Background: an optimization exercise with open tools, aiming at small area, a short achievable clock period and few clock cycles. Do not read the settings as production practice.
Only simulation tests tie the RTL to the original design; equivalence was not proved.

==> flow/design.v (outline; a module is shown in full before it is edited, if it fits) <==
// module rg_div: 90 lines
// module rot_geom: 899 lines
module rot_geom (
    input  wire        clk,
    input  wire        rst,         
    input  wire        start,
    input  wire        op,          
    input  wire [15:0] w,
    input  wire [15:0] h,
    input  wire [15:0] sin_q,       
    input  wire [15:0] cos_q,       
    output wire        busy,
    output wire        done,
    output wire [7:0]  errcode,
    output wire [31:0] res_a,       
    output wire [31:0] res_b        
);
  // ...
==> flow/flow/run.sh <==
#!/bin/bash
# The standard layout, with
#  - repair_timing aiming at a shorter period than the clock (setup margin),
#    repairing only the worst endpoints so that the area stays small;
set -o pipefail
bash standard.sh SETUP_SLACK_MARGIN=9.3 TNS_END_PERCENT=10 \
    "BUFFER_PORTS_ARGS=-buffer_cell sky130_fd_sc_hd__buf_4" finish > std_flow.log 2>&1
==> flow/standard.sh <==
#!/bin/bash
# synth_recipe.tcl (not shown) runs the flow's synth.tcl, then flattens the netlist and writes it again
# the make line also repeats each setting of config.mk as NAME=value (left out here)
make -C /OpenROAD-flow-scripts/flow DESIGN_CONFIG=/design/flow/config.mk WORK_HOME=/design/flow/orfs CLKGATE_MAP_FILE= SYNTH_SCRIPT=/design/flow/synth_recipe.tcl "${@:-finish}"
==> flow/config.mk <==
export PLATFORM = sky130hd
export DESIGN_NAME = rot_geom
export DESIGN_NICKNAME = rot_geom
export VERILOG_FILES = /design/flow/design.v
export SDC_FILE = /design/flow/constraint.sdc
export NUM_CORES = 4
export LEC_CHECK = 0
export CAP_MARGIN = 40
export CORE_MARGIN = 2
export CORE_UTILIZATION = 40
export PLACE_DENSITY = 0.6
export SLEW_MARGIN = 30
==> flow/constraint.sdc <==
create_clock -name core_clock -period 13.0 [get_ports {clk}]
set_input_delay 2.6000 -clock core_clock [delete_from_list [all_inputs] [get_ports {clk}]]
set_output_delay 2.6000 -clock core_clock [all_outputs]
set_load 0.01 [all_outputs]
==> impl_metrics.env, run 1 <==
export IMPL_crit_path_start="bldN[0]"
export IMPL_max_clock_freq_mhz=223.2
export IMPL_synth_compound_area_share_pct=23.25
export IMPL_antenna_cells=9
export IMPL_multi_input_gates=5010
export IMPL_synth_edff_count=172
export IMPL_synth_top_flop_cell="dfxtp_1"
export IMPL_hp_class="reg2reg"
export IMPL_nets=7211
export IMPL_drt_pass1_iterations=8
export IMPL_hold_viol_final=0
export IMPL_fp_row_count=131
export IMPL_crit_top_cell="buf_12"
export IMPL_antenna_left=0
export IMPL_hpwl_um=171100
export IMPL_seq_cell_share_pct=19.16
export IMPL_r2r_start="bldN[0]"
export IMPL_critPathRequiredTime_ns=13.56
export IMPL_async_flop_share_pct=0
export IMPL_vias_per_cell=6.280
export IMPL_tns_ns=0
export IMPL_skew_ns=0.06320
export IMPL_root_buffer="clkbuf_16"
export IMPL_largest_reg_flops=33
export IMPL_setup_slack_ns=8.519
export IMPL_multi_input_area_um2=38760
export IMPL_core_area_um2=127200
export IMPL_r2r_end="u_db.P[26]"
export IMPL_crit_family="multiplexers"
export IMPL_netlist_area_um2=51140
export IMPL_final_nonclk_buf_share_pct=7.709
export IMPL_gp_congestion=1.030
export IMPL_drt_wl_total_um=232000
export IMPL_status="timing/DRC/antenna clean"
Testbench counts, summed over its fixed seeds: cycles 19,645.
==> module rot_geom, before the edit <==
module rot_geom (
    input  wire        clk,
    input  wire        rst,         
    input  wire        start,
    input  wire        op,          
    input  wire [15:0] w,
    input  wire [15:0] h,
    input  wire [15:0] sin_q,       
    input  wire [15:0] cos_q,       
    output wire        busy,
    output wire        done,
    output wire [7:0]  errcode,
    output wire [31:0] res_a,       
    output wire [31:0] res_b        
);
    localparam [1:0] ST_IDLE = 2'd0, ST_MAC = 2'd1, ST_DIV = 2'd2, ST_DONE = 2'd3;
    reg [1:0]  st;
    reg [3:0]  ph;
    reg        op_q, err;
    reg [15:0] w_q, h_q, s_q, c_q;
    reg        wge, cgs, ceqs;        
    reg        amb;                   
    reg        thin2;                 
    reg        f15;
    reg        goA, goB;
    reg [1:0]  st_nx;
    reg        busy_o, done_o;        
    wire       busy_i  = (st == ST_MAC) || (st == ST_DIV);
    assign busy    = busy_o;
    assign done    = done_o;
    assign errcode = err ? 8'h32 : 8'h00;
    wire accept = start && !busy_i;
    wire start_fin = (w == 16'd0) || (h == 16'd0) || (op && sin_q == 16'd0 && cos_q == 16'd0);
    wire [15:0] L  = wge ? w_q : h_q;
    wire [15:0] Sh = wge ? h_q : w_q;
    wire [31:0] QA, QB;
    wire [30:0] RA, RB, DA, DB;
    wire        negA, negB, actA, actB, lastA, lastB;
    localparam [2:0] A_S = 3'd0, A_C = 3'd1, A_W = 3'd2, A_H = 3'd3, A_ZH = 3'd4, A_ZL = 3'd5;
    localparam [1:0] B_C = 2'd0, B_S = 2'd1, B_L = 2'd2;
    localparam [2:0] AD_0 = 3'd0, AD_RA = 3'd1, AD_RB = 3'd2, AD_D = 3'd3, AD_E = 3'd4, AD_SH = 3'd5;
    localparam [1:0] M_ADD = 2'd0, M_SUB = 2'd1, M_RSUB = 2'd2;    
    localparam [2:0] DS_QA = 3'd0, DS_QB = 3'd1, DS_RA = 3'd2, DS_RB = 3'd3, DS_D = 3'd4,
                     DS_QAS = 3'd5, DS_QBS = 3'd6, DS_AMB = 3'd7;
    wire [1:0] m_sub = cgs ? M_SUB : M_RSUB;
    reg        n_v;
    reg [2:0]  n_a, n_ad, n_ds;
    reg [1:0]  n_b, n_m;
    wire [3:0] nph = ph + 4'd1;
    always @* begin
        n_v = 1'b0; n_a = A_S; n_b = B_C; n_ad = AD_0; n_m = M_ADD; n_ds = DS_QA;
        if (!op_q) begin
            case (nph)
                4'd1: begin n_v = 1'b1; n_a = A_W; n_b = B_S; n_ds = DS_RB; end
                4'd2: begin n_v = 1'b1; n_a = A_H; n_b = B_S; n_ad = AD_RA; n_ds = DS_QAS; end
                4'd3: begin n_v = 1'b1; n_a = A_H; n_b = B_C; n_ad = AD_RB; n_ds = DS_QBS; end
                default: ;
            endcase
        end else begin
            case (nph)
                4'd1: begin n_v = 1'b1; n_a = A_C;  n_b = B_C; n_ds = DS_D; end
                4'd2: begin n_v = 1'b1; n_a = A_ZH; n_b = B_L; n_ad = AD_SH; n_m = M_SUB; n_ds = DS_QB; end
                4'd3: begin n_v = 1'b1; n_a = A_S;  n_b = B_S; n_ad = AD_D;  n_m = m_sub; n_ds = DS_D; end
                4'd4: begin n_v = 1'b1; n_a = A_W;  n_b = B_C; n_ds = DS_RA; end
                4'd5: begin n_v = 1'b1; n_a = A_H;  n_b = B_C; n_ds = DS_RB; end
                4'd6: begin n_v = 1'b1; n_a = A_H;  n_b = B_S; n_ad = AD_RA; n_m = m_sub; n_ds = DS_RA; end
                4'd7: begin n_v = 1'b1; n_a = A_W;  n_b = B_S; n_ad = AD_RB; n_m = m_sub; n_ds = DS_RB; end
                4'd8: begin n_v = amb;  n_a = A_ZL; n_b = B_L; n_ad = AD_E;  n_m = M_SUB; n_ds = DS_AMB; end
                default: ;
            endcase
        end
    end
    wire [33:0] X;
    reg [15:0] mA, mB;
    reg        p1_v;
    reg [2:0]  p1_ad, p1_ds;
    reg [1:0]  p1_m;
    reg [15:0] na_v, nb_v;
    always @* begin
        case (n_a)
            A_S:  na_v = s_q;
            A_C:  na_v = c_q;
            A_W:  na_v = w_q;
            A_H:  na_v = h_q;
            A_ZH: na_v = X[30:15];
            default: na_v = {1'b0, QA[14:0]};
        endcase
        case (n_b)
            B_C: nb_v = c_q;
            B_S: nb_v = s_q;
            default: nb_v = L;
        endcase
    end
    reg [31:0] addend;
    always @* begin
        case (p1_ad)
            AD_RA: addend = {1'b0, RA};
            AD_RB: addend = {1'b0, RB};
            AD_D:  addend = {1'b0, DA};
            AD_E:  addend = {QB[16:0], 15'd0};
            AD_SH: addend = {2'b00, Sh, 14'd0};
            default: addend = 32'd0;
        endcase
    end
    wire        p1_inv = (p1_m != M_ADD);
    wire [15:0] mul_a = mA;
    wire [15:0] mul_b = mB;
    wire [33:0] mul_add = {2'b00, addend} ^ {34{p1_inv}};
    wire        mul_cin = (p1_m == M_RSUB);
    wire [33:0] mul_s, mul_c;
    wire [255:0] pp;
    genvar gi, gj;
    generate for (gi = 0; gi < 16; gi = gi + 1) begin : g_pp
      for (gj = 0; gj < 16; gj = gj + 1) begin : g_ppj
        assign pp[gi*16+gj] = mul_a[gj] & mul_b[gi];
      end
    end endgenerate
    wire hs1 = pp[12] ^ pp[27];
    wire hc2 = pp[12] & pp[27];
    wire fs3 = pp[13] ^ pp[28] ^ pp[43];
    wire fc4 = (pp[13] & pp[28]) | (pp[13] & pp[43]) | (pp[28] & pp[43]);
    wire hs5 = pp[58] ^ pp[73];
    wire hc6 = pp[58] & pp[73];
    wire fs7 = pp[14] ^ pp[29] ^ pp[44];
    wire fc8 = (pp[14] & pp[29]) | (pp[14] & pp[44]) | (pp[29] & pp[44]);
    wire fs9 = pp[59] ^ pp[74] ^ pp[89];
    wire fc10 = (pp[59] & pp[74]) | (pp[59] & pp[89]) | (pp[74] & pp[89]);
    wire hs11 = pp[104] ^ pp[119];
    wire hc12 = pp[104] & pp[119];
    wire fs13 = pp[15] ^ pp[30] ^ pp[45];
    wire fc14 = (pp[15] & pp[30]) | (pp[15] & pp[45]) | (pp[30] & pp[45]);
    wire fs15 = pp[60] ^ pp[75] ^ pp[90];
    wire fc16 = (pp[60] & pp[75]) | (pp[60] & pp[90]) | (pp[75] & pp[90]);
    wire fs17 = pp[105] ^ pp[120] ^ pp[135];
    wire fc18 = (pp[105] & pp[120]) | (pp[105] & pp[135]) | (pp[120] & pp[135]);
    wire hs19 = pp[150] ^ pp[165];
    wire hc20 = pp[150] & pp[165];
    wire fs21 = pp[31] ^ pp[46] ^ pp[61];
    wire fc22 = (pp[31] & pp[46]) | (pp[31] & pp[61]) | (pp[46] & pp[61]);
    wire fs23 = pp[76] ^ pp[91] ^ pp[106];
    wire fc24 = (pp[76] & pp[91]) | (pp[76] & pp[106]) | (pp[91] & pp[106]);
    wire fs25 = pp[121] ^ pp[136] ^ pp[151];
    wire fc26 = (pp[121] & pp[136]) | (pp[121] & pp[151]) | (pp[136] & pp[151]);
    wire hs27 = pp[166] ^ pp[181];
    wire hc28 = pp[166] & pp[181];
    wire fs29 = pp[47] ^ pp[62] ^ pp[77];
    wire fc30 = (pp[47] & pp[62]) | (pp[47] & pp[77]) | (pp[62] & pp[77]);
    wire fs31 = pp[92] ^ pp[107] ^ pp[122];
    wire fc32 = (pp[92] & pp[107]) | (pp[92] & pp[122]) | (pp[107] & pp[122]);
    wire fs33 = pp[137] ^ pp[152] ^ pp[167];
    wire fc34 = (pp[137] & pp[152]) | (pp[137] & pp[167]) | (pp[152] & pp[167]);
    wire fs35 = pp[63] ^ pp[78] ^ pp[93];
    wire fc36 = (pp[63] & pp[78]) | (pp[63] & pp[93]) | (pp[78] & pp[93]);
    wire fs37 = pp[108] ^ pp[123] ^ pp[138];
    wire fc38 = (pp[108] & pp[123]) | (pp[108] & pp[138]) | (pp[123] & pp[138]);
    wire fs39 = pp[79] ^ pp[94] ^ pp[109];
    wire fc40 = (pp[79] & pp[94]) | (pp[79] & pp[109]) | (pp[94] & pp[109]);
    wire hs41 = pp[8] ^ pp[23];
    wire hc42 = pp[8] & pp[23];
    wire fs43 = pp[9] ^ pp[24] ^ pp[39];
    wire fc44 = (pp[9] & pp[24]) | (pp[9] & pp[39]) | (pp[24] & pp[39]);
    wire hs45 = pp[54] ^ pp[69];
    wire hc46 = pp[54] & pp[69];
    wire fs47 = pp[10] ^ pp[25] ^ pp[40];
    wire fc48 = (pp[10] & pp[25]) | (pp[10] & pp[40]) | (pp[25] & pp[40]);
    wire fs49 = pp[55] ^ pp[70] ^ pp[85];
    wire fc50 = (pp[55] & pp[70]) | (pp[55] & pp[85]) | (pp[70] & pp[85]);
    wire hs51 = pp[100] ^ pp[115];
    wire hc52 = pp[100] & pp[115];
    wire fs53 = pp[11] ^ pp[26] ^ pp[41];
    wire fc54 = (pp[11] & pp[26]) | (pp[11] & pp[41]) | (pp[26] & pp[41]);
    wire fs55 = pp[56] ^ pp[71] ^ pp[86];
    wire fc56 = (pp[56] & pp[71]) | (pp[56] & pp[86]) | (pp[71] & pp[86]);
    wire fs57 = pp[101] ^ pp[116] ^ pp[131];
    wire fc58 = (pp[101] & pp[116]) | (pp[101] & pp[131]) | (pp[116] & pp[131]);
    wire hs59 = pp[146] ^ pp[161];
    wire hc60 = pp[146] & pp[161];
    wire fs61 = hs1 ^ pp[42] ^ pp[57];
    wire fc62 = (hs1 & pp[42]) | (hs1 & pp[57]) | (pp[42] & pp[57]);
    wire fs63 = pp[72] ^ pp[87] ^ pp[102];
    wire fc64 = (pp[72] & pp[87]) | (pp[72] & pp[102]) | (pp[87] & pp[102]);
    wire fs65 = pp[117] ^ pp[132] ^ pp[147];
    wire fc66 = (pp[117] & pp[132]) | (pp[117] & pp[147]) | (pp[132] & pp[147]);
    wire fs67 = pp[162] ^ pp[177] ^ pp[192];
    wire fc68 = (pp[162] & pp[177]) | (pp[162] & pp[192]) | (pp[177] & pp[192]);
    wire fs69 = hc2 ^ fs3 ^ hs5;
    wire fc70 = (hc2 & fs3) | (hc2 & hs5) | (fs3 & hs5);
    wire fs71 = pp[88] ^ pp[103] ^ pp[118];
    wire fc72 = (pp[88] & pp[103]) | (pp[88] & pp[118]) | (pp[103] & pp[118]);
    wire fs73 = pp[133] ^ pp[148] ^ pp[163];
    wire fc74 = (pp[133] & pp[148]) | (pp[133] & pp[163]) | (pp[148] & pp[163]);
    wire fs75 = pp[178] ^ pp[193] ^ pp[208];
    wire fc76 = (pp[178] & pp[193]) | (pp[178] & pp[208]) | (pp[193] & pp[208]);
    wire fs77 = fc4 ^ hc6 ^ fs7;
    wire fc78 = (fc4 & hc6) | (fc4 & fs7) | (hc6 & fs7);
    wire fs79 = fs9 ^ hs11 ^ pp[134];
    wire fc80 = (fs9 & hs11) | (fs9 & pp[134]) | (hs11 & pp[134]);
    wire fs81 = pp[149] ^ pp[164] ^ pp[179];
    wire fc82 = (pp[149] & pp[164]) | (pp[149] & pp[179]) | (pp[164] & pp[179]);
    wire fs83 = pp[194] ^ pp[209] ^ pp[224];
    wire fc84 = (pp[194] & pp[209]) | (pp[194] & pp[224]) | (pp[209] & pp[224]);
    wire fs85 = fc8 ^ fc10 ^ hc12;
    wire fc86 = (fc8 & fc10) | (fc8 & hc12) | (fc10 & hc12);
    wire fs87 = fs13 ^ fs15 ^ fs17;
    wire fc88 = (fs13 & fs15) | (fs13 & fs17) | (fs15 & fs17);
    wire fs89 = hs19 ^ pp[180] ^ pp[195];
    wire fc90 = (hs19 & pp[180]) | (hs19 & pp[195]) | (pp[180] & pp[195]);
    wire fs91 = pp[210] ^ pp[225] ^ pp[240];
    wire fc92 = (pp[210] & pp[225]) | (pp[210] & pp[240]) | (pp[225] & pp[240]);
    wire fs93 = fc14 ^ fc16 ^ fc18;
    wire fc94 = (fc14 & fc16) | (fc14 & fc18) | (fc16 & fc18);
    wire fs95 = hc20 ^ fs21 ^ fs23;
    wire fc96 = (hc20 & fs21) | (hc20 & fs23) | (fs21 & fs23);
    wire fs97 = fs25 ^ hs27 ^ pp[196];
    wire fc98 = (fs25 & hs27) | (fs25 & pp[196]) | (hs27 & pp[196]);
    wire fs99 = pp[211] ^ pp[226] ^ pp[241];
    wire fc100 = (pp[211] & pp[226]) | (pp[211] & pp[241]) | (pp[226] & pp[241]);
    wire fs101 = fc22 ^ fc24 ^ fc26;
    wire fc102 = (fc22 & fc24) | (fc22 & fc26) | (fc24 & fc26);
    wire fs103 = hc28 ^ fs29 ^ fs31;
    wire fc104 = (hc28 & fs29) | (hc28 & fs31) | (fs29 & fs31);
    wire fs105 = fs33 ^ pp[182] ^ pp[197];
    wire fc106 = (fs33 & pp[182]) | (fs33 & pp[197]) | (pp[182] & pp[197]);
    wire fs107 = pp[212] ^ pp[227] ^ pp[242];
    wire fc108 = (pp[212] & pp[227]) | (pp[212] & pp[242]) | (pp[227] & pp[242]);
    wire fs109 = fc30 ^ fc32 ^ fc34;
    wire fc110 = (fc30 & fc32) | (fc30 & fc34) | (fc32 & fc34);
    wire fs111 = fs35 ^ fs37 ^ pp[153];
    wire fc112 = (fs35 & fs37) | (fs35 & pp[153]) | (fs37 & pp[153]);
    wire fs113 = pp[168] ^ pp[183] ^ pp[198];
    wire fc114 = (pp[168] & pp[183]) | (pp[168] & pp[198]) | (pp[183] & pp[198]);
    wire fs115 = pp[213] ^ pp[228] ^ pp[243];
    wire fc116 = (pp[213] & pp[228]) | (pp[213] & pp[243]) | (pp[228] & pp[243]);
    wire fs117 = fc36 ^ fc38 ^ fs39;
    wire fc118 = (fc36 & fc38) | (fc36 & fs39) | (fc38 & fs39);
    wire fs119 = pp[124] ^ pp[139] ^ pp[154];
    wire fc120 = (pp[124] & pp[139]) | (pp[124] & pp[154]) | (pp[139] & pp[154]);
    wire fs121 = pp[169] ^ pp[184] ^ pp[199];
    wire fc122 = (pp[169] & pp[184]) | (pp[169] & pp[199]) | (pp[184] & pp[199]);
    wire fs123 = pp[214] ^ pp[229] ^ pp[244];
    wire fc124 = (pp[214] & pp[229]) | (pp[214] & pp[244]) | (pp[229] & pp[244]);
    wire fs125 = fc40 ^ pp[95] ^ pp[110];
    wire fc126 = (fc40 & pp[95]) | (fc40 & pp[110]) | (pp[95] & pp[110]);
    wire fs127 = pp[125] ^ pp[140] ^ pp[155];
    wire fc128 = (pp[125] & pp[140]) | (pp[125] & pp[155]) | (pp[140] & pp[155]);
    wire fs129 = pp[170] ^ pp[185] ^ pp[200];
    wire fc130 = (pp[170] & pp[185]) | (pp[170] & pp[200]) | (pp[185] & pp[200]);
    wire fs131 = pp[215] ^ pp[230] ^ pp[245];
    wire fc132 = (pp[215] & pp[230]) | (pp[215] & pp[245]) | (pp[230] & pp[245]);
    wire fs133 = pp[111] ^ pp[126] ^ pp[141];
    wire fc134 = (pp[111] & pp[126]) | (pp[111] & pp[141]) | (pp[126] & pp[141]);
    wire fs135 = pp[156] ^ pp[171] ^ pp[186];
    wire fc136 = (pp[156] & pp[171]) | (pp[156] & pp[186]) | (pp[171] & pp[186]);
    wire fs137 = pp[201] ^ pp[216] ^ pp[231];
    wire fc138 = (pp[201] & pp[216]) | (pp[201] & pp[231]) | (pp[216] & pp[231]);
    wire fs139 = pp[127] ^ pp[142] ^ pp[157];
    wire fc140 = (pp[127] & pp[142]) | (pp[127] & pp[157]) | (pp[142] & pp[157]);
    wire fs141 = pp[172] ^ pp[187] ^ pp[202];
    wire fc142 = (pp[172] & pp[187]) | (pp[172] & pp[202]) | (pp[187] & pp[202]);
    wire fs143 = pp[143] ^ pp[158] ^ pp[173];
    wire fc144 = (pp[143] & pp[158]) | (pp[143] & pp[173]) | (pp[158] & pp[173]);
    wire hs145 = pp[5] ^ pp[20];
    wire hc146 = pp[5] & pp[20];
    wire fs147 = pp[6] ^ pp[21] ^ pp[36];
    wire fc148 = (pp[6] & pp[21]) | (pp[6] & pp[36]) | (pp[21] & pp[36]);
    wire hs149 = pp[51] ^ pp[66];
    wire hc150 = pp[51] & pp[66];
    wire fs151 = pp[7] ^ pp[22] ^ pp[37];
    wire fc152 = (pp[7] & pp[22]) | (pp[7] & pp[37]) | (pp[22] & pp[37]);
    wire fs153 = pp[52] ^ pp[67] ^ pp[82];
    wire fc154 = (pp[52] & pp[67]) | (pp[52] & pp[82]) | (pp[67] & pp[82]);
    wire hs155 = pp[97] ^ pp[112];
    wire hc156 = pp[97] & pp[112];
    wire fs157 = hs41 ^ pp[38] ^ pp[53];
    wire fc158 = (hs41 & pp[38]) | (hs41 & pp[53]) | (pp[38] & pp[53]);
    wire fs159 = pp[68] ^ pp[83] ^ pp[98];
    wire fc160 = (pp[68] & pp[83]) | (pp[68] & pp[98]) | (pp[83] & pp[98]);
    wire fs161 = pp[113] ^ pp[128] ^ mul_add[8];
    wire fc162 = (pp[113] & pp[128]) | (pp[113] & mul_add[8]) | (pp[128] & mul_add[8]);
    wire fs163 = hc42 ^ fs43 ^ hs45;
    wire fc164 = (hc42 & fs43) | (hc42 & hs45) | (fs43 & hs45);
    wire fs165 = pp[84] ^ pp[99] ^ pp[114];
    wire fc166 = (pp[84] & pp[99]) | (pp[84] & pp[114]) | (pp[99] & pp[114]);
    wire fs167 = pp[129] ^ pp[144] ^ mul_add[9];
    wire fc168 = (pp[129] & pp[144]) | (pp[129] & mul_add[9]) | (pp[144] & mul_add[9]);
    wire fs169 = fc44 ^ hc46 ^ fs47;
    wire fc170 = (fc44 & hc46) | (fc44 & fs47) | (hc46 & fs47);
    wire fs171 = fs49 ^ hs51 ^ pp[130];
    wire fc172 = (fs49 & hs51) | (fs49 & pp[130]) | (hs51 & pp[130]);
    wire fs173 = pp[145] ^ pp[160] ^ mul_add[10];
    wire fc174 = (pp[145] & pp[160]) | (pp[145] & mul_add[10]) | (pp[160] & mul_add[10]);
    wire fs175 = fc48 ^ fc50 ^ hc52;
    wire fc176 = (fc48 & fc50) | (fc48 & hc52) | (fc50 & hc52);
    wire fs177 = fs53 ^ fs55 ^ fs57;
    wire fc178 = (fs53 & fs55) | (fs53 & fs57) | (fs55 & fs57);
    wire fs179 = hs59 ^ pp[176] ^ mul_add[11];
    wire fc180 = (hs59 & pp[176]) | (hs59 & mul_add[11]) | (pp[176] & mul_add[11]);
    wire fs181 = fc54 ^ fc56 ^ fc58;
    wire fc182 = (fc54 & fc56) | (fc54 & fc58) | (fc56 & fc58);
    wire fs183 = hc60 ^ fs61 ^ fs63;
    wire fc184 = (hc60 & fs61) | (hc60 & fs63) | (fs61 & fs63);
    wire fs185 = fs65 ^ fs67 ^ mul_add[12];
    wire fc186 = (fs65 & fs67) | (fs65 & mul_add[12]) | (fs67 & mul_add[12]);
    wire fs187 = fc62 ^ fc64 ^ fc66;
    wire fc188 = (fc62 & fc64) | (fc62 & fc66) | (fc64 & fc66);
    wire fs189 = fc68 ^ fs69 ^ fs71;
    wire fc190 = (fc68 & fs69) | (fc68 & fs71) | (fs69 & fs71);
    wire fs191 = fs73 ^ fs75 ^ mul_add[13];
    wire fc192 = (fs73 & fs75) | (fs73 & mul_add[13]) | (fs75 & mul_add[13]);
    wire fs193 = fc70 ^ fc72 ^ fc74;
    wire fc194 = (fc70 & fc72) | (fc70 & fc74) | (fc72 & fc74);
    wire fs195 = fc76 ^ fs77 ^ fs79;
    wire fc196 = (fc76 & fs77) | (fc76 & fs79) | (fs77 & fs79);
    wire fs197 = fs81 ^ fs83 ^ mul_add[14];
    wire fc198 = (fs81 & fs83) | (fs81 & mul_add[14]) | (fs83 & mul_add[14]);
    wire fs199 = fc78 ^ fc80 ^ fc82;
    wire fc200 = (fc78 & fc80) | (fc78 & fc82) | (fc80 & fc82);
    wire fs201 = fc84 ^ fs85 ^ fs87;
    wire fc202 = (fc84 & fs85) | (fc84 & fs87) | (fs85 & fs87);
    wire fs203 = fs89 ^ fs91 ^ mul_add[15];
    wire fc204 = (fs89 & fs91) | (fs89 & mul_add[15]) | (fs91 & mul_add[15]);
    wire fs205 = fc86 ^ fc88 ^ fc90;
    wire fc206 = (fc86 & fc88) | (fc86 & fc90) | (fc88 & fc90);
    wire fs207 = fc92 ^ fs93 ^ fs95;
    wire fc208 = (fc92 & fs93) | (fc92 & fs95) | (fs93 & fs95);
    wire fs209 = fs97 ^ fs99 ^ mul_add[16];
    wire fc210 = (fs97 & fs99) | (fs97 & mul_add[16]) | (fs99 & mul_add[16]);
    wire fs211 = fc94 ^ fc96 ^ fc98;
    wire fc212 = (fc94 & fc96) | (fc94 & fc98) | (fc96 & fc98);
    wire fs213 = fc100 ^ fs101 ^ fs103;
    wire fc214 = (fc100 & fs101) | (fc100 & fs103) | (fs101 & fs103);
    wire fs215 = fs105 ^ fs107 ^ mul_add[17];
    wire fc216 = (fs105 & fs107) | (fs105 & mul_add[17]) | (fs107 & mul_add[17]);
    wire fs217 = fc102 ^ fc104 ^ fc106;
    wire fc218 = (fc102 & fc104) | (fc102 & fc106) | (fc104 & fc106);
    wire fs219 = fc108 ^ fs109 ^ fs111;
    wire fc220 = (fc108 & fs109) | (fc108 & fs111) | (fs109 & fs111);
    wire fs221 = fs113 ^ fs115 ^ mul_add[18];
    wire fc222 = (fs113 & fs115) | (fs113 & mul_add[18]) | (fs115 & mul_add[18]);
    wire fs223 = fc110 ^ fc112 ^ fc114;
    wire fc224 = (fc110 & fc112) | (fc110 & fc114) | (fc112 & fc114);
    wire fs225 = fc116 ^ fs117 ^ fs119;
    wire fc226 = (fc116 & fs117) | (fc116 & fs119) | (fs117 & fs119);
    wire fs227 = fs121 ^ fs123 ^ mul_add[19];
    wire fc228 = (fs121 & fs123) | (fs121 & mul_add[19]) | (fs123 & mul_add[19]);
    wire fs229 = fc118 ^ fc120 ^ fc122;
    wire fc230 = (fc118 & fc120) | (fc118 & fc122) | (fc120 & fc122);
    wire fs231 = fc124 ^ fs125 ^ fs127;
    wire fc232 = (fc124 & fs125) | (fc124 & fs127) | (fs125 & fs127);
    wire fs233 = fs129 ^ fs131 ^ mul_add[20];
    wire fc234 = (fs129 & fs131) | (fs129 & mul_add[20]) | (fs131 & mul_add[20]);
    wire fs235 = fc126 ^ fc128 ^ fc130;
    wire fc236 = (fc126 & fc128) | (fc126 & fc130) | (fc128 & fc130);
    wire fs237 = fc132 ^ fs133 ^ fs135;
    wire fc238 = (fc132 & fs133) | (fc132 & fs135) | (fs133 & fs135);
    wire fs239 = fs137 ^ pp[246] ^ mul_add[21];
    wire fc240 = (fs137 & pp[246]) | (fs137 & mul_add[21]) | (pp[246] & mul_add[21]);
    wire fs241 = fc134 ^ fc136 ^ fc138;
    wire fc242 = (fc134 & fc136) | (fc134 & fc138) | (fc136 & fc138);
    wire fs243 = fs139 ^ fs141 ^ pp[217];
    wire fc244 = (fs139 & fs141) | (fs139 & pp[217]) | (fs141 & pp[217]);
    wire fs245 = pp[232] ^ pp[247] ^ mul_add[22];
    wire fc246 = (pp[232] & pp[247]) | (pp[232] & mul_add[22]) | (pp[247] & mul_add[22]);
    wire fs247 = fc140 ^ fc142 ^ fs143;
    wire fc248 = (fc140 & fc142) | (fc140 & fs143) | (fc142 & fs143);
    wire fs249 = pp[188] ^ pp[203] ^ pp[218];
    wire fc250 = (pp[188] & pp[203]) | (pp[188] & pp[218]) | (pp[203] & pp[218]);
    wire fs251 = pp[233] ^ pp[248] ^ mul_add[23];
    wire fc252 = (pp[233] & pp[248]) | (pp[233] & mul_add[23]) | (pp[248] & mul_add[23]);
    wire fs253 = fc144 ^ pp[159] ^ pp[174];
    wire fc254 = (fc144 & pp[159]) | (fc144 & pp[174]) | (pp[159] & pp[174]);
    wire fs255 = pp[189] ^ pp[204] ^ pp[219];
    wire fc256 = (pp[189] & pp[204]) | (pp[189] & pp[219]) | (pp[204] & pp[219]);
    wire fs257 = pp[234] ^ pp[249] ^ mul_add[24];
    wire fc258 = (pp[234] & pp[249]) | (pp[234] & mul_add[24]) | (pp[249] & mul_add[24]);
    wire fs259 = pp[175] ^ pp[190] ^ pp[205];
    wire fc260 = (pp[175] & pp[190]) | (pp[175] & pp[205]) | (pp[190] & pp[205]);
    wire fs261 = pp[220] ^ pp[235] ^ pp[250];
    wire fc262 = (pp[220] & pp[235]) | (pp[220] & pp[250]) | (pp[235] & pp[250]);
    wire fs263 = pp[191] ^ pp[206] ^ pp[221];
    wire fc264 = (pp[191] & pp[206]) | (pp[191] & pp[221]) | (pp[206] & pp[221]);
    wire hs265 = pp[3] ^ pp[18];
    wire hc266 = pp[3] & pp[18];
    wire fs267 = pp[4] ^ pp[19] ^ pp[34];
    wire fc268 = (pp[4] & pp[19]) | (pp[4] & pp[34]) | (pp[19] & pp[34]);
    wire hs269 = pp[49] ^ pp[64];
    wire hc270 = pp[49] & pp[64];
    wire fs271 = hs145 ^ pp[35] ^ pp[50];
    wire fc272 = (hs145 & pp[35]) | (hs145 & pp[50]) | (pp[35] & pp[50]);
    wire fs273 = pp[65] ^ pp[80] ^ mul_add[5];
    wire fc274 = (pp[65] & pp[80]) | (pp[65] & mul_add[5]) | (pp[80] & mul_add[5]);
    wire fs275 = hc146 ^ fs147 ^ hs149;
    wire fc276 = (hc146 & fs147) | (hc146 & hs149) | (fs147 & hs149);
    wire fs277 = pp[81] ^ pp[96] ^ mul_add[6];
    wire fc278 = (pp[81] & pp[96]) | (pp[81] & mul_add[6]) | (pp[96] & mul_add[6]);
    wire fs279 = fc148 ^ hc150 ^ fs151;
    wire fc280 = (fc148 & hc150) | (fc148 & fs151) | (hc150 & fs151);
    wire fs281 = fs153 ^ hs155 ^ mul_add[7];
    wire fc282 = (fs153 & hs155) | (fs153 & mul_add[7]) | (hs155 & mul_add[7]);
    wire fs283 = fc152 ^ fc154 ^ hc156;
    wire fc284 = (fc152 & fc154) | (fc152 & hc156) | (fc154 & hc156);
    wire fs285 = fs157 ^ fs159 ^ fs161;
    wire fc286 = (fs157 & fs159) | (fs157 & fs161) | (fs159 & fs161);
    wire fs287 = fc158 ^ fc160 ^ fc162;
    wire fc288 = (fc158 & fc160) | (fc158 & fc162) | (fc160 & fc162);
    wire fs289 = fs163 ^ fs165 ^ fs167;
    wire fc290 = (fs163 & fs165) | (fs163 & fs167) | (fs165 & fs167);
    wire fs291 = fc164 ^ fc166 ^ fc168;
    wire fc292 = (fc164 & fc166) | (fc164 & fc168) | (fc166 & fc168);
    wire fs293 = fs169 ^ fs171 ^ fs173;
    wire fc294 = (fs169 & fs171) | (fs169 & fs173) | (fs171 & fs173);
    wire fs295 = fc170 ^ fc172 ^ fc174;
    wire fc296 = (fc170 & fc172) | (fc170 & fc174) | (fc172 & fc174);
    wire fs297 = fs175 ^ fs177 ^ fs179;
    wire fc298 = (fs175 & fs177) | (fs175 & fs179) | (fs177 & fs179);
    wire fs299 = fc176 ^ fc178 ^ fc180;
    wire fc300 = (fc176 & fc178) | (fc176 & fc180) | (fc178 & fc180);
    wire fs301 = fs181 ^ fs183 ^ fs185;
    wire fc302 = (fs181 & fs183) | (fs181 & fs185) | (fs183 & fs185);
    wire fs303 = fc182 ^ fc184 ^ fc186;
    wire fc304 = (fc182 & fc184) | (fc182 & fc186) | (fc184 & fc186);
    wire fs305 = fs187 ^ fs189 ^ fs191;
    wire fc306 = (fs187 & fs189) | (fs187 & fs191) | (fs189 & fs191);
    wire fs307 = fc188 ^ fc190 ^ fc192;
    wire fc308 = (fc188 & fc190) | (fc188 & fc192) | (fc190 & fc192);
    wire fs309 = fs193 ^ fs195 ^ fs197;
    wire fc310 = (fs193 & fs195) | (fs193 & fs197) | (fs195 & fs197);
    wire fs311 = fc194 ^ fc196 ^ fc198;
    wire fc312 = (fc194 & fc196) | (fc194 & fc198) | (fc196 & fc198);
    wire fs313 = fs199 ^ fs201 ^ fs203;
    wire fc314 = (fs199 & fs201) | (fs199 & fs203) | (fs201 & fs203);
    wire fs315 = fc200 ^ fc202 ^ fc204;
    wire fc316 = (fc200 & fc202) | (fc200 & fc204) | (fc202 & fc204);
    wire fs317 = fs205 ^ fs207 ^ fs209;
    wire fc318 = (fs205 & fs207) | (fs205 & fs209) | (fs207 & fs209);
    wire fs319 = fc206 ^ fc208 ^ fc210;
    wire fc320 = (fc206 & fc208) | (fc206 & fc210) | (fc208 & fc210);
    wire fs321 = fs211 ^ fs213 ^ fs215;
    wire fc322 = (fs211 & fs213) | (fs211 & fs215) | (fs213 & fs215);
    wire fs323 = fc212 ^ fc214 ^ fc216;
    wire fc324 = (fc212 & fc214) | (fc212 & fc216) | (fc214 & fc216);
    wire fs325 = fs217 ^ fs219 ^ fs221;
    wire fc326 = (fs217 & fs219) | (fs217 & fs221) | (fs219 & fs221);
    wire fs327 = fc218 ^ fc220 ^ fc222;
    wire fc328 = (fc218 & fc220) | (fc218 & fc222) | (fc220 & fc222);
    wire fs329 = fs223 ^ fs225 ^ fs227;
    wire fc330 = (fs223 & fs225) | (fs223 & fs227) | (fs225 & fs227);
    wire fs331 = fc224 ^ fc226 ^ fc228;
    wire fc332 = (fc224 & fc226) | (fc224 & fc228) | (fc226 & fc228);
    wire fs333 = fs229 ^ fs231 ^ fs233;
    wire fc334 = (fs229 & fs231) | (fs229 & fs233) | (fs231 & fs233);
    wire fs335 = fc230 ^ fc232 ^ fc234;
    wire fc336 = (fc230 & fc232) | (fc230 & fc234) | (fc232 & fc234);
    wire fs337 = fs235 ^ fs237 ^ fs239;
    wire fc338 = (fs235 & fs237) | (fs235 & fs239) | (fs237 & fs239);
    wire fs339 = fc236 ^ fc238 ^ fc240;
    wire fc340 = (fc236 & fc238) | (fc236 & fc240) | (fc238 & fc240);
    wire fs341 = fs241 ^ fs243 ^ fs245;
    wire fc342 = (fs241 & fs243) | (fs241 & fs245) | (fs243 & fs245);
    wire fs343 = fc242 ^ fc244 ^ fc246;
    wire fc344 = (fc242 & fc244) | (fc242 & fc246) | (fc244 & fc246);
    wire fs345 = fs247 ^ fs249 ^ fs251;
    wire fc346 = (fs247 & fs249) | (fs247 & fs251) | (fs249 & fs251);
    wire fs347 = fc248 ^ fc250 ^ fc252;
    wire fc348 = (fc248 & fc250) | (fc248 & fc252) | (fc250 & fc252);
    wire fs349 = fs253 ^ fs255 ^ fs257;
    wire fc350 = (fs253 & fs255) | (fs253 & fs257) | (fs255 & fs257);
    wire fs351 = fc254 ^ fc256 ^ fc258;
    wire fc352 = (fc254 & fc256) | (fc254 & fc258) | (fc256 & fc258);
    wire fs353 = fs259 ^ fs261 ^ mul_add[25];
    wire fc354 = (fs259 & fs261) | (fs259 & mul_add[25]) | (fs261 & mul_add[25]);
    wire fs355 = fc260 ^ fc262 ^ fs263;
    wire fc356 = (fc260 & fc262) | (fc260 & fs263) | (fc262 & fs263);
    wire fs357 = pp[236] ^ pp[251] ^ mul_add[26];
    wire fc358 = (pp[236] & pp[251]) | (pp[236] & mul_add[26]) | (pp[251] & mul_add[26]);
    wire fs359 = fc264 ^ pp[207] ^ pp[222];
    wire fc360 = (fc264 & pp[207]) | (fc264 & pp[222]) | (pp[207] & pp[222]);
    wire fs361 = pp[237] ^ pp[252] ^ mul_add[27];
    wire fc362 = (pp[237] & pp[252]) | (pp[237] & mul_add[27]) | (pp[252] & mul_add[27]);
    wire fs363 = pp[223] ^ pp[238] ^ pp[253];
    wire fc364 = (pp[223] & pp[238]) | (pp[223] & pp[253]) | (pp[238] & pp[253]);
    wire hs365 = pp[2] ^ pp[17];
    wire hc366 = pp[2] & pp[17];
    wire fs367 = hs265 ^ pp[33] ^ pp[48];
    wire fc368 = (hs265 & pp[33]) | (hs265 & pp[48]) | (pp[33] & pp[48]);
    wire fs369 = hc266 ^ fs267 ^ hs269;
    wire fc370 = (hc266 & fs267) | (hc266 & hs269) | (fs267 & hs269);
    wire fs371 = fc268 ^ hc270 ^ fs271;
    wire fc372 = (fc268 & hc270) | (fc268 & fs271) | (hc270 & fs271);
    wire fs373 = fc272 ^ fc274 ^ fs275;
    wire fc374 = (fc272 & fc274) | (fc272 & fs275) | (fc274 & fs275);
    wire fs375 = fc276 ^ fc278 ^ fs279;
    wire fc376 = (fc276 & fc278) | (fc276 & fs279) | (fc278 & fs279);
    wire fs377 = fc280 ^ fc282 ^ fs283;
    wire fc378 = (fc280 & fc282) | (fc280 & fs283) | (fc282 & fs283);
    wire fs379 = fc284 ^ fc286 ^ fs287;
    wire fc380 = (fc284 & fc286) | (fc284 & fs287) | (fc286 & fs287);
    wire fs381 = fc288 ^ fc290 ^ fs291;
    wire fc382 = (fc288 & fc290) | (fc288 & fs291) | (fc290 & fs291);
    wire fs383 = fc292 ^ fc294 ^ fs295;
    wire fc384 = (fc292 & fc294) | (fc292 & fs295) | (fc294 & fs295);
    wire fs385 = fc296 ^ fc298 ^ fs299;
    wire fc386 = (fc296 & fc298) | (fc296 & fs299) | (fc298 & fs299);
    wire fs387 = fc300 ^ fc302 ^ fs303;
    wire fc388 = (fc300 & fc302) | (fc300 & fs303) | (fc302 & fs303);
    wire fs389 = fc304 ^ fc306 ^ fs307;
    wire fc390 = (fc304 & fc306) | (fc304 & fs307) | (fc306 & fs307);
    wire fs391 = fc308 ^ fc310 ^ fs311;
    wire fc392 = (fc308 & fc310) | (fc308 & fs311) | (fc310 & fs311);
    wire fs393 = fc312 ^ fc314 ^ fs315;
    wire fc394 = (fc312 & fc314) | (fc312 & fs315) | (fc314 & fs315);
    wire fs395 = fc316 ^ fc318 ^ fs319;
    wire fc396 = (fc316 & fc318) | (fc316 & fs319) | (fc318 & fs319);
    wire fs397 = fc320 ^ fc322 ^ fs323;
    wire fc398 = (fc320 & fc322) | (fc320 & fs323) | (fc322 & fs323);
    wire fs399 = fc324 ^ fc326 ^ fs327;
    wire fc400 = (fc324 & fc326) | (fc324 & fs327) | (fc326 & fs327);
    wire fs401 = fc328 ^ fc330 ^ fs331;
    wire fc402 = (fc328 & fc330) | (fc328 & fs331) | (fc330 & fs331);
    wire fs403 = fc332 ^ fc334 ^ fs335;
    wire fc404 = (fc332 & fc334) | (fc332 & fs335) | (fc334 & fs335);
    wire fs405 = fc336 ^ fc338 ^ fs339;
    wire fc406 = (fc336 & fc338) | (fc336 & fs339) | (fc338 & fs339);
    wire fs407 = fc340 ^ fc342 ^ fs343;
    wire fc408 = (fc340 & fc342) | (fc340 & fs343) | (fc342 & fs343);
    wire fs409 = fc344 ^ fc346 ^ fs347;
    wire fc410 = (fc344 & fc346) | (fc344 & fs347) | (fc346 & fs347);
    wire fs411 = fc348 ^ fc350 ^ fs351;
    wire fc412 = (fc348 & fc350) | (fc348 & fs351) | (fc350 & fs351);
    wire fs413 = fc352 ^ fc354 ^ fs355;
    wire fc414 = (fc352 & fc354) | (fc352 & fs355) | (fc354 & fs355);
    wire fs415 = fc356 ^ fc358 ^ fs359;
    wire fc416 = (fc356 & fc358) | (fc356 & fs359) | (fc358 & fs359);
    wire fs417 = fc360 ^ fc362 ^ fs363;
    wire fc418 = (fc360 & fc362) | (fc360 & fs363) | (fc362 & fs363);
    wire fs419 = fc364 ^ pp[239] ^ pp[254];
    wire fc420 = (fc364 & pp[239]) | (fc364 & pp[254]) | (pp[239] & pp[254]);
    wire hs421 = pp[0] ^ mul_add[0];
    wire hc422 = pp[0] & mul_add[0];
    wire fs423 = pp[1] ^ pp[16] ^ mul_add[1];
    wire fc424 = (pp[1] & pp[16]) | (pp[1] & mul_add[1]) | (pp[16] & mul_add[1]);
    wire fs425 = hs365 ^ pp[32] ^ mul_add[2];
    wire fc426 = (hs365 & pp[32]) | (hs365 & mul_add[2]) | (pp[32] & mul_add[2]);
    wire fs427 = hc366 ^ fs367 ^ mul_add[3];
    wire fc428 = (hc366 & fs367) | (hc366 & mul_add[3]) | (fs367 & mul_add[3]);
    wire fs429 = fc368 ^ fs369 ^ mul_add[4];
    wire fc430 = (fc368 & fs369) | (fc368 & mul_add[4]) | (fs369 & mul_add[4]);
    wire fs431 = fc370 ^ fs371 ^ fs273;
    wire fc432 = (fc370 & fs371) | (fc370 & fs273) | (fs371 & fs273);
    wire fs433 = fc372 ^ fs373 ^ fs277;
    wire fc434 = (fc372 & fs373) | (fc372 & fs277) | (fs373 & fs277);
    wire fs435 = fc374 ^ fs375 ^ fs281;
    wire fc436 = (fc374 & fs375) | (fc374 & fs281) | (fs375 & fs281);
    wire fs437 = fc376 ^ fs377 ^ fs285;
    wire fc438 = (fc376 & fs377) | (fc376 & fs285) | (fs377 & fs285);
    wire fs439 = fc378 ^ fs379 ^ fs289;
    wire fc440 = (fc378 & fs379) | (fc378 & fs289) | (fs379 & fs289);
    wire fs441 = fc380 ^ fs381 ^ fs293;
    wire fc442 = (fc380 & fs381) | (fc380 & fs293) | (fs381 & fs293);
    wire fs443 = fc382 ^ fs383 ^ fs297;
    wire fc444 = (fc382 & fs383) | (fc382 & fs297) | (fs383 & fs297);
    wire fs445 = fc384 ^ fs385 ^ fs301;
    wire fc446 = (fc384 & fs385) | (fc384 & fs301) | (fs385 & fs301);
    wire fs447 = fc386 ^ fs387 ^ fs305;
    wire fc448 = (fc386 & fs387) | (fc386 & fs305) | (fs387 & fs305);
    wire fs449 = fc388 ^ fs389 ^ fs309;
    wire fc450 = (fc388 & fs389) | (fc388 & fs309) | (fs389 & fs309);
    wire fs451 = fc390 ^ fs391 ^ fs313;
    wire fc452 = (fc390 & fs391) | (fc390 & fs313) | (fs391 & fs313);
    wire fs453 = fc392 ^ fs393 ^ fs317;
    wire fc454 = (fc392 & fs393) | (fc392 & fs317) | (fs393 & fs317);
    wire fs455 = fc394 ^ fs395 ^ fs321;
    wire fc456 = (fc394 & fs395) | (fc394 & fs321) | (fs395 & fs321);
    wire fs457 = fc396 ^ fs397 ^ fs325;
    wire fc458 = (fc396 & fs397) | (fc396 & fs325) | (fs397 & fs325);
    wire fs459 = fc398 ^ fs399 ^ fs329;
    wire fc460 = (fc398 & fs399) | (fc398 & fs329) | (fs399 & fs329);
    wire fs461 = fc400 ^ fs401 ^ fs333;
    wire fc462 = (fc400 & fs401) | (fc400 & fs333) | (fs401 & fs333);
    wire fs463 = fc402 ^ fs403 ^ fs337;
    wire fc464 = (fc402 & fs403) | (fc402 & fs337) | (fs403 & fs337);
    wire fs465 = fc404 ^ fs405 ^ fs341;
    wire fc466 = (fc404 & fs405) | (fc404 & fs341) | (fs405 & fs341);
    wire fs467 = fc406 ^ fs407 ^ fs345;
    wire fc468 = (fc406 & fs407) | (fc406 & fs345) | (fs407 & fs345);
    wire fs469 = fc408 ^ fs409 ^ fs349;
    wire fc470 = (fc408 & fs409) | (fc408 & fs349) | (fs409 & fs349);
    wire fs471 = fc410 ^ fs411 ^ fs353;
    wire fc472 = (fc410 & fs411) | (fc410 & fs353) | (fs411 & fs353);
    wire fs473 = fc412 ^ fs413 ^ fs357;
    wire fc474 = (fc412 & fs413) | (fc412 & fs357) | (fs413 & fs357);
    wire fs475 = fc414 ^ fs415 ^ fs361;
    wire fc476 = (fc414 & fs415) | (fc414 & fs361) | (fs415 & fs361);
    wire fs477 = fc416 ^ fs417 ^ mul_add[28];
    wire fc478 = (fc416 & fs417) | (fc416 & mul_add[28]) | (fs417 & mul_add[28]);
    wire fs479 = fc418 ^ fs419 ^ mul_add[29];
    wire fc480 = (fc418 & fs419) | (fc418 & mul_add[29]) | (fs419 & mul_add[29]);
    wire fs481 = fc420 ^ pp[255] ^ mul_add[30];
    wire fc482 = (fc420 & pp[255]) | (fc420 & mul_add[30]) | (pp[255] & mul_add[30]);
    assign mul_s[0] = hs421;
    assign mul_c[0] = mul_cin;
    assign mul_s[1] = hc422;
    assign mul_c[1] = fs423;
    assign mul_s[2] = fc424;
    assign mul_c[2] = fs425;
    assign mul_s[3] = fc426;
    assign mul_c[3] = fs427;
    assign mul_s[4] = fc428;
    assign mul_c[4] = fs429;
    assign mul_s[5] = fc430;
    assign mul_c[5] = fs431;
    assign mul_s[6] = fc432;
    assign mul_c[6] = fs433;
    assign mul_s[7] = fc434;
    assign mul_c[7] = fs435;
    assign mul_s[8] = fc436;
    assign mul_c[8] = fs437;
    assign mul_s[9] = fc438;
    assign mul_c[9] = fs439;
    assign mul_s[10] = fc440;
    assign mul_c[10] = fs441;
    assign mul_s[11] = fc442;
    assign mul_c[11] = fs443;
    assign mul_s[12] = fc444;
    assign mul_c[12] = fs445;
    assign mul_s[13] = fc446;
    assign mul_c[13] = fs447;
    assign mul_s[14] = fc448;
    assign mul_c[14] = fs449;
    assign mul_s[15] = fc450;
    assign mul_c[15] = fs451;
    assign mul_s[16] = fc452;
    assign mul_c[16] = fs453;
    assign mul_s[17] = fc454;
    assign mul_c[17] = fs455;
    assign mul_s[18] = fc456;
    assign mul_c[18] = fs457;
    assign mul_s[19] = fc458;
    assign mul_c[19] = fs459;
    assign mul_s[20] = fc460;
    assign mul_c[20] = fs461;
    assign mul_s[21] = fc462;
    assign mul_c[21] = fs463;
    assign mul_s[22] = fc464;
    assign mul_c[22] = fs465;
    assign mul_s[23] = fc466;
    assign mul_c[23] = fs467;
    assign mul_s[24] = fc468;
    assign mul_c[24] = fs469;
    assign mul_s[25] = fc470;
    assign mul_c[25] = fs471;
    assign mul_s[26] = fc472;
    assign mul_c[26] = fs473;
    assign mul_s[27] = fc474;
    assign mul_c[27] = fs475;
    assign mul_s[28] = fc476;
    assign mul_c[28] = fs477;
    assign mul_s[29] = fc478;
    assign mul_c[29] = fs479;
    assign mul_s[30] = fc480;
    assign mul_c[30] = fs481;
    assign mul_s[31] = fc482;
    assign mul_c[31] = mul_add[31];
    assign mul_s[32] = mul_add[32];
    assign mul_c[32] = 1'b0;
    assign mul_s[33] = mul_add[33];
    assign mul_c[33] = 1'b0;
    reg [33:0] ms, mc;
    reg        s2_v, s2_inv;
    reg [2:0]  s2_ds;
    assign X = (ms + mc) ^ {34{s2_inv}};
    wire        xneg = X[33];
    wire [30:0] xmag = X[30:0] ^ {31{xneg}};      
    wire wr_qa  = s2_v && (s2_ds == DS_QA  || s2_ds == DS_QAS);
    wire wr_qb  = s2_v && (s2_ds == DS_QB  || s2_ds == DS_QBS);
    wire wr_ra  = s2_v && (s2_ds == DS_RA);
    wire wr_rb  = s2_v && (s2_ds == DS_RB);
    wire wr_d   = s2_v && (s2_ds == DS_D);
    wire [31:0] qa_v = (s2_ds == DS_QAS) ? {14'd0, X[32:15]} : X[31:0];
    wire [31:0] qb_v = (s2_ds == DS_QBS) ? {14'd0, X[32:15]} : X[31:0];
    wire amb_thin = X[33] || (X[32:0] == 33'd0);    
    wire        e_le0    = X[33] || (X == 34'd0);
    wire        thin_now = ceqs || e_le0;
    wire        irect_mac = (st == ST_MAC) && op_q;
    wire        thin_ld0  = irect_mac && (ph == 4'd3) && thin_now;
    wire        thin_ld   = irect_mac && ((ph == 4'd3) || (ph == 4'd10 && thin2));
    wire [15:0] dA_thin = wge ? s_q : c_q;
    wire [15:0] dB_thin = wge ? c_q : s_q;
    function [4:0] bitlen31;
        input [30:0] x;
        reg [31:0] v;
        reg [15:0] a2;  reg [31:0] p2;      
        reg [7:0]  a4;  reg [15:0] p4;      
        reg [3:0]  a8;  reg [11:0] p8;      
        reg [1:0]  a16; reg [7:0]  p16;     
        integer i;
        begin
            v = {1'b0, x};
            for (i = 0; i < 16; i = i + 1) begin
                a2[i] = v[2*i+1] | v[2*i];
                p2[2*i +: 2] = {1'b0, v[2*i+1]};
            end
            for (i = 0; i < 8; i = i + 1) begin
                a4[i] = a2[2*i+1] | a2[2*i];
                p4[2*i +: 2] = a2[2*i+1] ? {1'b1, p2[4*i+2]} : {1'b0, p2[4*i]};
            end
            for (i = 0; i < 4; i = i + 1) begin
                a8[i] = a4[2*i+1] | a4[2*i];
                p8[3*i +: 3] = a4[2*i+1] ? {1'b1, p4[4*i+2 +: 2]} : {1'b0, p4[4*i +: 2]};
            end
            for (i = 0; i < 2; i = i + 1) begin
                a16[i] = a8[2*i+1] | a8[2*i];
                p16[4*i +: 4] = a8[2*i+1] ? {1'b1, p8[6*i+3 +: 3]} : {1'b0, p8[6*i +: 3]};
            end
            if (a16[1])      bitlen31 = {1'b1, p16[7:4]} + 5'd1;
            else if (a16[0]) bitlen31 = {1'b0, p16[3:0]} + 5'd1;
            else             bitlen31 = 5'd0;
        end
    endfunction
    function [4:0] bitlen16;
        input [15:0] x;
        bitlen16 = bitlen31({15'd0, x});
    endfunction
    function [4:0] tcalc;             
        input [4:0] bm, bd;
        input       f;
        reg   [4:0] tr;
        reg   [3:0] t0;
        reg         adj;
        begin
            tr  = bd - bm - 5'd1;
            t0  = (tr > (f ? 5'd13 : 5'd12)) ? (f ? 4'd13 : 4'd12) : tr[3:0];
            adj = t0[0] ^ f;
            tcalc = {(bm >= bd) || (adj && t0 == 4'd0), t0 - {3'd0, adj}};
        end
    endfunction
    reg  [4:0] blmA, blmB, bldN;      
    wire [4:0] bl_x = bitlen31(xmag);
    reg  [4:0] tA, tB;                
    reg  [4:0] tA_thin, tB_thin;
    always @(posedge clk) begin
        tA_thin <= tcalc(bitlen16(Sh), bitlen16(dA_thin), 1'b0);
        tB_thin <= tcalc(bitlen16(Sh), bitlen16(dB_thin), 1'b0);
    end
    reg al_sel;           
    wire [30:0] al_m   = al_sel ? RB : RA;
    wire        al_neg = al_sel ? negB : negA;
    wire [4:0]  tnA    = tcalc(blmA, bldN, 1'b1);
    wire [4:0]  tnB    = tcalc(blmB, bldN, 1'b1);
    wire [4:0]  al_t   = al_sel ? (f15 ? tnB : tB) : (f15 ? tnA : tA);
    wire        al_fb  = al_t[4];
    wire [3:0]  t      = al_t[3:0];
    wire [45:0] shx    = {al_m, {15{al_neg}}} << t;
    wire [30:0] al_r0  = shx[45:15];
    wire [3:0]  kb     = (f15 ? 4'd15 : 4'd14) - t;
    wire [2:0]  al_k0  = kb[3:1];
    wire clr_q = accept;
    wire kill  = rst || accept;
    rg_div u_da (
        .clk(clk),
        .ld_r(thin_ld || wr_ra), .ld_rv(thin_ld ? {15'd0, Sh} : xmag), .ld_neg(thin_ld ? 1'b0 : xneg),
        .ld_d(thin_ld || wr_d),  .ld_dv(thin_ld ? {15'd0, dA_thin} : X[30:0]),
        .ld_q(clr_q || wr_qa),   .ld_qv(clr_q ? 32'd0 : qa_v),
        .go(goA), .al_fb(al_fb), .al_m(al_m), .al_r0(al_r0), .al_k0(al_k0), .f15(f15), .kill(kill),
        .Q(QA), .R(RA), .D(DA), .neg(negA), .act(actA), .last(lastA)
    );
    rg_div u_db (
        .clk(clk),
        .ld_r(thin_ld || wr_rb), .ld_rv(thin_ld ? {15'd0, Sh} : xmag), .ld_neg(thin_ld ? 1'b0 : xneg),
        .ld_d(thin_ld || wr_d),  .ld_dv(thin_ld ? {15'd0, dB_thin} : X[30:0]),
        .ld_q(clr_q || wr_qb),   .ld_qv(clr_q ? 32'd0 : qb_v),
        .go(goB), .al_fb(al_fb), .al_m(al_m), .al_r0(al_r0), .al_k0(al_k0), .f15(f15), .kill(kill),
        .Q(QB), .R(RB), .D(DB), .neg(negB), .act(actB), .last(lastB)
    );
    assign res_a = QA;
    assign res_b = QB;
    wire div_fin = !goA && !goB && (!actA || lastA) && (!actB || lastB);
    always @(posedge clk) begin
        st_nx = st;
        wge  <= (w_q >= h_q);
        cgs  <= (c_q > s_q);
        ceqs <= (c_q == s_q);
        mA    <= na_v;
        mB    <= nb_v;
        p1_v  <= n_v && (st == ST_MAC) && !thin_ld0;
        p1_ad <= n_ad;
        p1_m  <= n_m;
        p1_ds <= n_ds;
        ms     <= mul_s;
        mc     <= mul_c;
        s2_v   <= p1_v && !thin_ld0;
        s2_inv <= (p1_m == M_SUB);
        s2_ds  <= p1_ds;
        goA <= 1'b0;
        goB <= 1'b0;
        if (!busy_i) begin
            op_q <= op;
            w_q  <= w;
            h_q  <= h;
            s_q  <= sin_q;
            c_q  <= cos_q;
            err  <= (w == 16'd0) || (h == 16'd0);
            mA    <= op ? sin_q : w;
            mB    <= cos_q;
            p1_ad <= AD_0;
            p1_m  <= M_ADD;
            p1_ds <= op ? DS_QA : DS_RA;
        end
        if (s2_v && s2_ds == DS_AMB) thin2 <= amb_thin;
        if (wr_ra) blmA <= bl_x;
        if (wr_rb) blmB <= bl_x;
        if (wr_d)  bldN <= bl_x;
        if (thin_ld) begin
            tA <= tA_thin;
            tB <= tB_thin;
        end
        if (rst) begin
            st_nx   = ST_IDLE;
            p1_v <= 1'b0;
            s2_v <= 1'b0;
        end else begin
            case (st)
                ST_IDLE, ST_DONE: begin
                    st_nx = ST_IDLE;
                    ph   <= 4'd0;
                    p1_v <= 1'b0;
                    if (start) begin
                        if (start_fin) begin
                            st_nx   = ST_DONE;
                            p1_v <= 1'b0;
                        end else begin
                            st_nx   = ST_MAC;
                            p1_v <= 1'b1;
                        end
                    end
                end
                ST_MAC: begin
                    ph <= ph + 4'd1;
                    if (!op_q) begin
                        if (ph == 4'd4) st_nx = ST_DONE;
                    end else begin
                        if (ph == 4'd4) begin
                            amb <= !ceqs && !QB[31] && (QB != 32'd0) &&
                                   (QB[30:16] == 15'd0) && (QB[15:0] < L);
                        end
                        if (ph == 4'd3) begin
                            f15 <= !thin_now;
                            if (thin_now) begin
                                goA    <= 1'b1;
                                al_sel <= 1'b0;
                                st_nx     = ST_DIV;
                            end
                        end
                        if (ph == 4'd7 && !amb) begin
                            goA    <= 1'b1;
                            al_sel <= 1'b0;
                        end
                        if (ph == 4'd8 && !amb) begin
                            goB    <= 1'b1;
                            al_sel <= 1'b1;
                            st_nx     = ST_DIV;
                        end
                        if (ph == 4'd10 && amb) begin
                            f15    <= !thin2;
                            goA    <= 1'b1;
                            al_sel <= 1'b0;
                            st_nx     = ST_DIV;
                        end
                    end
                end
                ST_DIV: begin
                    if (goA && !actB) begin
                        goB    <= (al_sel == 1'b0) && !goB;
                        al_sel <= 1'b1;
                    end
                    if (div_fin) st_nx = ST_DONE;
                end
                default: st_nx = ST_IDLE;
            endcase
        end
        st     <= st_nx;
        if (rst) begin
            busy_o <= 1'b0;
            done_o <= 1'b0;
        end else if (!busy_i) begin
            busy_o <= start && !start_fin;
            done_o <= start && start_fin;
        end else if (st == ST_MAC && !op_q) begin
            busy_o <= (ph != 4'd4);
            done_o <= (ph == 4'd4);
        end else if (st == ST_DIV) begin
            busy_o <= !div_fin;
            done_o <= div_fin;
        end else begin
            busy_o <= 1'b1;
            done_o <= 1'b0;
        end
    end
endmodule
==> run 2, diff against run 1 <==
--- a/flow/design.v
+++ b/flow/design.v
@@ -816,19 +816,22 @@
         input       f;
-        reg   [4:0] tr;
-        reg   [3:0] t0;
-        reg         adj;
+        reg   [6:0] x;
         begin
-            tr  = bd - bm - 5'd1;
-            t0  = (tr > (f ? 5'd13 : 5'd12)) ? (f ? 4'd13 : 4'd12) : tr[3:0];
-            adj = t0[0] ^ f;
-            tcalc = {(bm >= bd) || (adj && t0 == 4'd0), t0 - {3'd0, adj}};
+            x = {2'b00, bd} + {2'b11, ~bm} + (f ? 7'd127 : 7'd0);
+            if (x[6])
+                tcalc = 5'b10000;
+            else if (x[4:0] > (f ? 5'd13 : 5'd12))
+                tcalc = {1'b0, f ? 4'd13 : 4'd12};
+            else
+                tcalc = {1'b0, x[3:1], f};
         end
     endfunction
-    reg  [4:0] blmA, blmB, bldN;      
-    wire [4:0] bl_x = bitlen31(xmag);
+    reg  [4:0] bldN;                  
     reg  [4:0] tA, tB;                
-    reg  [4:0] tA_thin, tB_thin;
+    reg  [4:0] tA_thin, tB_thin, blSh, bldA, bldB;
     always @(posedge clk) begin
-        tA_thin <= tcalc(bitlen16(Sh), bitlen16(dA_thin), 1'b0);
-        tB_thin <= tcalc(bitlen16(Sh), bitlen16(dB_thin), 1'b0);
+        blSh    <= bitlen16(Sh);
+        bldA    <= bitlen16(dA_thin);
+        bldB    <= bitlen16(dB_thin);
+        tA_thin <= tcalc(blSh, bldA, 1'b0);
+        tB_thin <= tcalc(blSh, bldB, 1'b0);
     end
@@ -837,5 +840,3 @@
     wire        al_neg = al_sel ? negB : negA;
-    wire [4:0]  tnA    = tcalc(blmA, bldN, 1'b1);
-    wire [4:0]  tnB    = tcalc(blmB, bldN, 1'b1);
-    wire [4:0]  al_t   = al_sel ? (f15 ? tnB : tB) : (f15 ? tnA : tA);
+    wire [4:0]  al_t   = al_sel ? tB : tA;
     wire        al_fb  = al_t[4];
@@ -899,5 +900,3 @@
         if (s2_v && s2_ds == DS_AMB) thin2 <= amb_thin;
-        if (wr_ra) blmA <= bl_x;
-        if (wr_rb) blmB <= bl_x;
-        if (wr_d)  bldN <= bl_x;
+        bldN <= bitlen31(DA);
         if (thin_ld) begin
@@ -905,2 +904,5 @@
             tB <= tB_thin;
+        end else if (f15) begin
+            tA <= tcalc(bitlen31(RA), bldN, 1'b1);
+            tB <= tcalc(bitlen31(RB), bldN, 1'b1);
         end
@@ -943,3 +945,3 @@
                         end
-                        if (ph == 4'd7 && !amb) begin
+                        if (ph == 4'd8 && !amb) begin
                             goA    <= 1'b1;
@@ -947,3 +949,3 @@
                         end
-                        if (ph == 4'd8 && !amb) begin
+                        if (ph == 4'd9 && !amb) begin
                             goB    <= 1'b1;
==> impl_metrics.env, run 2 <==
export IMPL_largest_register="ms"
export IMPL_use_met1_pct=42.07
export IMPL_clock_latency_ns=0.69
export IMPL_synth_area_leaders="dfxtp_1 (13%), ha_1 (9.7%), edfxtp_1 (9.3%), fa_1 (9.2%), a21oi_1 (4.9%)"
export IMPL_multi_input_area_um2=38470
export IMPL_hpwl_um=170100
export IMPL_netlist_area_um2=51440
export IMPL_path_clk_slew_ns=0.06
export IMPL_nets=7273
export IMPL_ios=142
export IMPL_synthCells=6345
export IMPL_place_area_um2=54370
export IMPL_relSlewSlack_pct=33.88
export IMPL_cts_max_path_buffers=3
export IMPL_vias=52010
export IMPL_track_usage_pct=33.54
export IMPL_start_util_pct=40.34
export IMPL_top_usage_layer="met2"
export IMPL_seqCellArea_um2=11810
export IMPL_synth_area_leader_cell="dfxtp_1"
export IMPL_largest_reg_flops=33
export IMPL_setup_viol=0
export IMPL_grt_pass1_wl_um=328100
export IMPL_ys_seq_area_share_pct=22.59
export IMPL_avgSynthCellArea_um2=8.107
export IMPL_antenna_found_initial=6
export IMPL_setup_slack_ns=8.599
export IMPL_die_area_um2=131500
export IMPL_worst_slew_pin_slew_ns=0.9815
export IMPL_cts_tree="built"
export IMPL_core_area_um2=127500
export IMPL_clock_sinks=501
export IMPL_rsz0062_at_grt="yes"
export IMPL_synth_edff_count=159
export IMPL_gp_congestion=1.040
export IMPL_root_buffer="clkbuf_16"
export IMPL_place_ws_ns=7.318
export IMPL_use_met2_pct=50.62
export IMPL_gr_total_overflow=0
export IMPL_antenna_left=0
export IMPL_drt_pass1_iterations=9
export IMPL_drv_cap=0
export IMPL_synth_distinct_cells=100
export IMPL_end_kind="register"
export IMPL_slew_viol_final=0
export IMPL_vias_per_cell=6.274
export IMPL_async_flop_share_pct=0
export IMPL_crit_top_cell="a221oi_2"
export IMPL_crit_path_max_incr_delay_ns=0.54
export IMPL_yosysWarnings=2
export IMPL_synth_top_flop_cell="dfxtp_1"
export IMPL_ys_top_cells_by_count="nand2_1 (570), nor2_1 (532), a21oi_1 (503)"
export IMPL_synth_seq_cells=501
export IMPL_synthToLayoutAreaGrowth_pct=18.62
export IMPL_grt_pass1_vias=48980
export IMPL_critPathLaunchType="register"
export IMPL_nFillCells=12440
export IMPL_drt_iter0_markers=6708
export IMPL_hp_class="reg2reg"
export IMPL_htreeDepth=3
export IMPL_grt_max_degree=73
export IMPL_drt_wl_total_um=230000
export IMPL_cts_buffers=67
export IMPL_whs_ns=0.3255
export IMPL_period_share_pct=33.85
export IMPL_die_width_um=362.6
export IMPL_hold_viol_final=0
export IMPL_yosysTopAreaCellShare_pct=13.31
export IMPL_drive_above_1_share_pct=16.36
export IMPL_final_common_cell="nand2_1"
export IMPL_tns_ns=0
export IMPL_die_y_um=362.6
export IMPL_cp_data_arrival_time_ns=4.97
export IMPL_skew_ns=0.03676
export IMPL_crit_path_top_delay_cell="a221oi_2"
export IMPL_synth_most_common_cell="nand2_1"
export IMPL_fp_row_count=131
export IMPL_final_cell_mix="nand2_1 (552), nor2_1 (510), a21oi_1 (465)"
export IMPL_drc_errors=0
export IMPL_min_period_ns=4.401
export IMPL_final_area_um2=61010
export IMPL_gr_usage_met3_pct=8.568
export IMPL_status="timing/DRC/antenna clean"
export IMPL_critPathRequiredTime_ns=13.57
export IMPL_critPathMaxFanout=5
export IMPL_port_buffers=136
export IMPL_crit_chain="ha_4 -> fa_2 -> a211o_1 -> a2111oi_4 -> o21ai_4 -> a21o_4 -> a31oi_4 -> a21oi_4 -> a221oi_2 -> mux2i_1 -> a221oi_2 -> o311a_4 -> a31oi_2 -> mux2_1"
export IMPL_path_class="reg2reg"
export IMPL_max_clock_freq_mhz=227.2
export IMPL_wl_per_cell_um=27.75
run 2: cell count changes after synthesis, moves of 22 or more:
cell / previous run / this run
xnor2_1: 290 / 267
xor2_1: 100 / 122
inv_1: 442 / 466
o211ai_1: 69 / 40
a21oi_1: 526 / 503
nand2_1: 615 / 570
nor3_1: 112 / 86
run 2: worst paths after layout:
check | depth (start not counted) | to | from | slack, ns
worst min register to register | 0 | s2_ds[1] | p1_ds[1] | 0.33
worst max register to register | 14 | st[1] | mc[0] | 8.60
worst max-delay path | 14 | st[1] | mc[0] | 8.60
worst min-delay path | 0 | s2_ds[1] | p1_ds[1] | 0.33
run 2: worst max-delay path: cells and delay by family (launching register included):
kind,cells,cell delay [ns]
flip-flops,1,0.36
AO/OA/AOI/OAI,10,2.89
multiplexers,2,0.46
adder cells (fa/ha/maj),2,0.54
run 2: kinds of logic (layout without fill, tap and decap cells):
group | Yosys count | in the layout | share of synthesized area, %
AOI/OAI and AO/OA | 1893 | 1893 | 23.60
muxes | 274 | 274 | 5.493
adders and majority gates | 633 | 633 | 18.84
and+or+nand+nor | 1825 | 1826 | 16.62
buffers and inverters | 827 | 1103 | 6.142
other | 1 | 6 | 0.007290
xor gates and xnor gates | 391 | 391 | 6.709
DFF | 501 | 501 | 22.59
run 2: per-layer routing:
metal	wire length (um)	share of wire, %
met5	29	0.013
met1	88620	39
met4	19210	8.4
met2	97460	42
met3	24710	11
run 2: final cells by class:
cell class,count,area share [%]
Antenna cell,1,0.004101
Inverter,473,2.951
Sequential cell,501,19.35
Clock inverter,29,0.5578
Clock buffer,94,3.103
Timing Repair Buffer,507,7.571
Tap cell,1662,3.408
Multi-Input combinational cell,5022,63.05
run 2: what timing repair did:
| item | 4_1_cts | 5_1_grt |
|---|---|---|
| gates cloned | 13 | 5 |
| setup endpoints to repair | 337 | 320 |
| gates resized for setup | 284 | 274 |
| buffers inserted | 135 | 89 |
| pin swaps | 105 | 92 |
| hold buffers | 0 | 0 |
run 2: through the flow:
| step | instances | utilization [%] |
|---|---|---|
| 3_5_place_dp | 7914 | 42.64 |
| 3_3_place_gp | 7885 | 42.45 |
| 2_1_floorplan | 6349 | - |
| 5_1_grt | 8288 | 47.84 |
| 4_1_cts | 8185 | 46.44 |
| 6_report | 8289 | 47.85 |
Testbench counts of run 2, summed over its fixed seeds: cycles 20,186.

-- separate check: timing with driven ports --
Ports are ideal in the flow. The routed layouts listed here were re-timed in OpenROAD.
Step 1: set_driving_cell puts a clkbuf_16 on clk and a buf_2 on each other input, an assumption about the parent block.
Step 2 also shifts input and output timing later by t, the mid clock arrival at the registers, as if the neighbouring blocks saw the same clock.
Slacks: ideal / step 1 / step 2; pairs: ideal / step 1.
run | shift t [ns] | setup slack, ns | latest minus earliest clock arrival (ns) | cell pins on the clock port's net
run 1 | 0.788 | 8.519 / 8.519 / 7.997 | 0.063 / 0.063 | 1
run 2 | 0.748 | 8.599 / 8.598 / 8.006 | 0.039 / 0.038 | 1
After both steps setup and hold are still met in every run listed. For run 2, which loses most, drivers alone change the setup slack by -0.001 ns; drivers and shift together by -0.593 ns.
